This is an optimization exercise on Yosys and OpenROAD, whose aim is small area, not a production implementation. At most, simulation tests tie the RTL to the original design; equivalence was not proved. No activity file was given, so power comes from the tool's default toggle rates.

// jr_core
module jr_core (
    input  wire        clk,
    input  wire        rst,
    input  wire [7:0]  cmd,
    input  wire        cmd_valid,
    output wire        cmd_ready,
    input  wire [7:0]  opd_x,
    input  wire [7:0]  opd_y,
    input  wire [15:0] opd_d,
    input  wire [15:0] opd_ax,
    input  wire [15:0] opd_ay,
    input  wire [15:0] opd_az,
    output wire [63:0] res,
    output reg         res_valid,
    input  wire        echo,
    output wire        trig,
    input  wire        tick0,
    input  wire        tick1,
    output reg  [7:0]  tx_data,
    output reg         tx_valid,
    input  wire        tx_ready,
    input  wire        rx_avail,
    input  wire [7:0]  rx_data,
    output wire        rx_take,
    input  wire        confirm,
    output wire [1:0]  act_dir_L,
    output wire [1:0]  act_dir_R,
    output wire [7:0]  act_duty_L,
    output wire [7:0]  act_duty_R,
    output reg  [1:0]  disp
);
==> flow/config.mk <==
export PLATFORM = sky130hd
export DESIGN_NAME = jr_core
export DESIGN_NICKNAME = jr_core
export VERILOG_FILES = /design/flow/design.v
export SDC_FILE = /design/flow/constraint.sdc
export NUM_CORES = 4
export LEC_CHECK = 0
export CAP_MARGIN = 20
export CORE_MARGIN = 2
export CORE_UTILIZATION = 40
export CTS_BUF_LIST = sky130_fd_sc_hd__clkbuf_8
export SLEW_MARGIN = 20
==> flow/constraint.sdc <==
create_clock -name core_clock -period 40.0 [get_ports {clk}]
set_input_delay 8.0000 -clock core_clock [delete_from_list [all_inputs] [get_ports {clk}]]
set_output_delay 8.0000 -clock core_clock [all_outputs]
set_load 0.01 [all_outputs]
run.sh (not shown) runs the stock make flow with config.mk's settings and CLKGATE_MAP_FILE= SYNTH_SCRIPT=/design/flow/synth_recipe.tcl, a recipe that flattens the netlist after the stock synthesis.
The baseline finished with timing, DRC and antenna clean.
Next try:
==> flow/flow/run.sh (new file) <==
#!/bin/bash
# Own layout flow: the standard ORFS flow (standard.sh) with three changes.
#  1. Synthesis is ORFS's synthesis run by synth_recipe.tcl, except that adders
#     are left to ABC as plain logic (no Kogge-Stone carry map, no full/half
#     adder extraction) and ABC maps for area (flow/abc_area.script). Registers
#     are mapped before ABC runs, so their names and cells are the standard ones.
#  2. Port buffers are sky130_fd_sc_hd__buf_1 (every port still gets one).
#  3. Optional CTS arguments from flow/cts_args.txt.
# Each tool's output goes to a log file in this folder (and ORFS's own logs
# under orfs/logs).
set -euo pipefail
W=$(pwd)
{
  cat "$W/flow/synth_procs.tcl"
  tail -n +2 "$W/synth_recipe.tcl"
} > "$W/own_synth.tcl"
sed "s#SYNTH_SCRIPT=[^ ]*synth_recipe.tcl#SYNTH_SCRIPT=$W/own_synth.tcl#" "$W/standard.sh" > "$W/own_standard.sh"
grep -q "SYNTH_SCRIPT=$W/own_synth.tcl" "$W/own_standard.sh"
export OWN_ABC_SCRIPT="$W/flow/abc_area.script"
export BUFFER_PORTS_ARGS="-buffer_cell sky130_fd_sc_hd__buf_1"
if [[ -f "$W/flow/cts_args.txt" ]]; then
  export CTS_ARGS="$(cat "$W/flow/cts_args.txt")"
fi
bash "$W/own_standard.sh" > "$W/make_finish.log" 2>&1
test -f "$W/out/final.def"
==> flow/flow/abc_area.script (new file) <==
strash
&get -n
&dch -f
&nf -a
&put
topo
==> flow/flow/synth_procs.tcl (new file) <==
# Wrappers around three Yosys commands of ORFS's synth.tcl (sourced next).
proc synth {args} {
  # keep Yosys's ripple adders: drop ORFS's Kogge-Stone carry map
  set a {}
  set skip 0
  foreach x $args {
    if {$skip} { set skip 0; continue }
    if {$x eq "-extra-map"} { set skip 1; continue }
    lappend a $x
  }
  yosys synth -nofsm -noshare {*}$a
}
proc extract_fa {args} {}
proc abc {args} {
  set i [lsearch -exact $args -script]
  if {$i >= 0} { set args [lreplace $args $i [expr {$i + 1}] -script $::env(OWN_ABC_SCRIPT)] }
  yosys abc {*}$args
}
==> flow/standard.sh (new file) <==
#!/bin/bash
# synth_recipe.tcl (not shown) runs the flow's synth.tcl, then flattens the netlist and writes it again
# the make line also repeats each setting of config.mk as NAME=value (left out here)
make -C /OpenROAD-flow-scripts/flow DESIGN_CONFIG=/design/flow/config.mk WORK_HOME=/design/flow/orfs CLKGATE_MAP_FILE= SYNTH_SCRIPT=/design/flow/synth_recipe.tcl "${@:-finish}"
CTS_BUF_LIST = unset   (was sky130_fd_sc_hd__clkbuf_8)
removed: flow/run.sh
The new run finished with timing, DRC and antenna clean.
Worst hold slack hardly moves.
First-iteration DRC count drops by 4.2%.
Sequential cell count stays the same.
Global-route usage is higher by 1.2 points.
Power increases by 9.6%.
Routed wire length drops by 9.5%.
Cell area is lower by 15%.
Synthesized cell count shrinks by 12%.
Next try:
==> flow/run.sh (new file) <==
#!/bin/bash
# synth_recipe.tcl (not shown) runs the flow's synth.tcl, then flattens the netlist and writes it again
# the make line also repeats each setting of config.mk as NAME=value (left out here)
make -C /OpenROAD-flow-scripts/flow DESIGN_CONFIG=/design/flow/config.mk WORK_HOME=/design/flow/orfs CLKGATE_MAP_FILE= SYNTH_SCRIPT=/design/flow/synth_recipe.tcl finish
CTS_BUF_LIST = sky130_fd_sc_hd__clkbuf_8   (was unset)
CTS_CLUSTER_DIAMETER = 150   (was unset)
CTS_CLUSTER_SIZE = 40   (was unset)
removed: flow/flow/run.sh
removed: flow/flow/abc_area.script
removed: flow/flow/synth_procs.tcl
removed: flow/standard.sh
=> The changed run finished clean. Final area grows by 17%. Power shrinks by 8.8%. Non-clock buffer count grows by 6. Utilization grows by 0.21 points. Clock skew grows by 0.010 ns. Setup slack degrades by 0.60 ns. Area after synthesis grows by 16%. Final cell count grows by 6.6%. Wire length grows by 10%. Combinational power grows by 27%.
Function was not checked in any run of this note: the RTL went through the layout flow alone.

Another version of the RTL of jr_core (not shown whole).
Size in the first run: roughly 1,400 cells after synthesis, ~170 flip-flops, ~200 I/O pins, about 11,000 um2 of cells after synthesis.
Settings: LEC_CHECK=0, CAP_MARGIN=20, CORE_MARGIN=2, CORE_UTILIZATION=40, CTS_BUF_LIST=sky130_fd_sc_hd__clkbuf_8, SLEW_MARGIN=20; clock period 40.0 ns.
standard.sh (not shown) runs the stock make flow with config.mk's settings and CLKGATE_MAP_FILE= SYNTH_SCRIPT=/design/flow/synth_recipe.tcl, a recipe that flattens the netlist after the stock synthesis.
==> flow/flow/run.sh <==
#!/bin/bash
# Own layout flow: the standard ORFS flow (standard.sh) with three changes.
#  1. Synthesis is ORFS's synthesis run by synth_recipe.tcl, except that adders
#     are left to ABC as plain logic (no Kogge-Stone carry map, no full/half
#     adder extraction) and ABC maps for area (flow/abc_area.script). Registers
#     are mapped before ABC runs, so their names and cells are the standard ones.
#  2. Port buffers are sky130_fd_sc_hd__buf_1 (every port still gets one).
#  3. Optional CTS arguments from flow/cts_args.txt.
# Each tool's output goes to a log file in this folder (and ORFS's own logs
# under orfs/logs).
set -euo pipefail
W=$(pwd)
{
  cat "$W/flow/synth_procs.tcl"
  tail -n +2 "$W/synth_recipe.tcl"
} > "$W/own_synth.tcl"
sed "s#SYNTH_SCRIPT=[^ ]*synth_recipe.tcl#SYNTH_SCRIPT=$W/own_synth.tcl#" "$W/standard.sh" > "$W/own_standard.sh"
grep -q "SYNTH_SCRIPT=$W/own_synth.tcl" "$W/own_standard.sh"
export OWN_ABC_SCRIPT="$W/flow/abc_area.script"
export BUFFER_PORTS_ARGS="-buffer_cell sky130_fd_sc_hd__buf_1"
if [[ -f "$W/flow/cts_args.txt" ]]; then
  export CTS_ARGS="$(cat "$W/flow/cts_args.txt")"
fi
bash "$W/own_standard.sh" > "$W/make_finish.log" 2>&1
test -f "$W/out/final.def"
==> flow/flow/abc_area.script <==
strash
&get -n
&fraig -x
&put
scorr
dc2
strash
&get -n
&dch -f
&nf -a -R 1000 -F 50 -A 50
&put
topo
==> flow/flow/cts_args.txt <==
-sink_clustering_enable -repair_clock_nets -buf_list sky130_fd_sc_hd__clkbuf_8 -dont_use_dummy_load
==> flow/flow/synth_procs.tcl <==
# Wrappers around three Yosys commands of ORFS's synth.tcl (sourced next).
proc synth {args} {
  # keep Yosys's ripple adders: drop ORFS's Kogge-Stone carry map
  set a {}
  set skip 0
  foreach x $args {
    if {$skip} { set skip 0; continue }
    if {$x eq "-extra-map"} { set skip 1; continue }
    lappend a $x
  }
  yosys synth -nofsm -noshare {*}$a
}
proc extract_fa {args} {}
proc abc {args} {
  set i [lsearch -exact $args -script]
  if {$i >= 0} { set args [lreplace $args $i [expr {$i + 1}] -script $::env(OWN_ABC_SCRIPT)] }
  yosys abc {*}$args
}
The first run finished clean.
Then changed:
--- a/flow/flow/abc_area.script
+++ b/flow/flow/abc_area.script
@@ -8,0 +9 @@
+&deepsyn -T 600
Settings changed: CAP_MARGIN 20 to 0, SLEW_MARGIN 20 to 0.
After rerunning:
- non-clock buffer count is lower by 8
- final cell count came out lower by 9.3%
- critical path depth falls by 2
- via count went down by 10%
- worst hold slack improves by 0.0093 ns
- synthesized area falls by 7.8%
- fmax rose by 1.8%
- register-to-register slack degrades by 0.97 ns
- design area drops by 7.7%
- power drops by 1.1%
- die area drops by 7.6%

[port drivers added, routing unchanged]
How much do the figures lean on ideal ports? The routed layouts below were timed once more, with nothing changed but the port constraints. Step 1: set_driving_cell puts a clkbuf_16 on clk and a buf_2 on each other input, an assumption about the parent block. Step 2 also shifts input and output timing later by t, the mid clock arrival at the registers, as if the neighbouring blocks saw the same clock. Slacks: ideal / step 1 / step 2; pairs: ideal / step 1.
run	shift t [ns]	slack for setup (ns)	hold WS [ns]
the first run of note 1	0.510	21.845 / 21.823 / 21.823	0.460 / 0.460 / 0.460
the second run of note 1	0.481	22.443 / 22.422 / 22.422	0.457 / 0.457 / 0.457
the third run of note 1	0.510	21.845 / 21.823 / 21.823	0.460 / 0.460 / 0.460
the first run of note 2	0.504	22.172 / 22.125 / 22.125	0.461 / 0.461 / 0.461
the second run of note 2	0.497	22.484 / 22.446 / 22.446	0.471 / 0.471 / 0.471
After both steps every run listed still meets setup and hold. For the first run of note 2, which loses most, drivers alone change the setup slack by -0.047 ns; drivers and shift together by -0.047 ns.
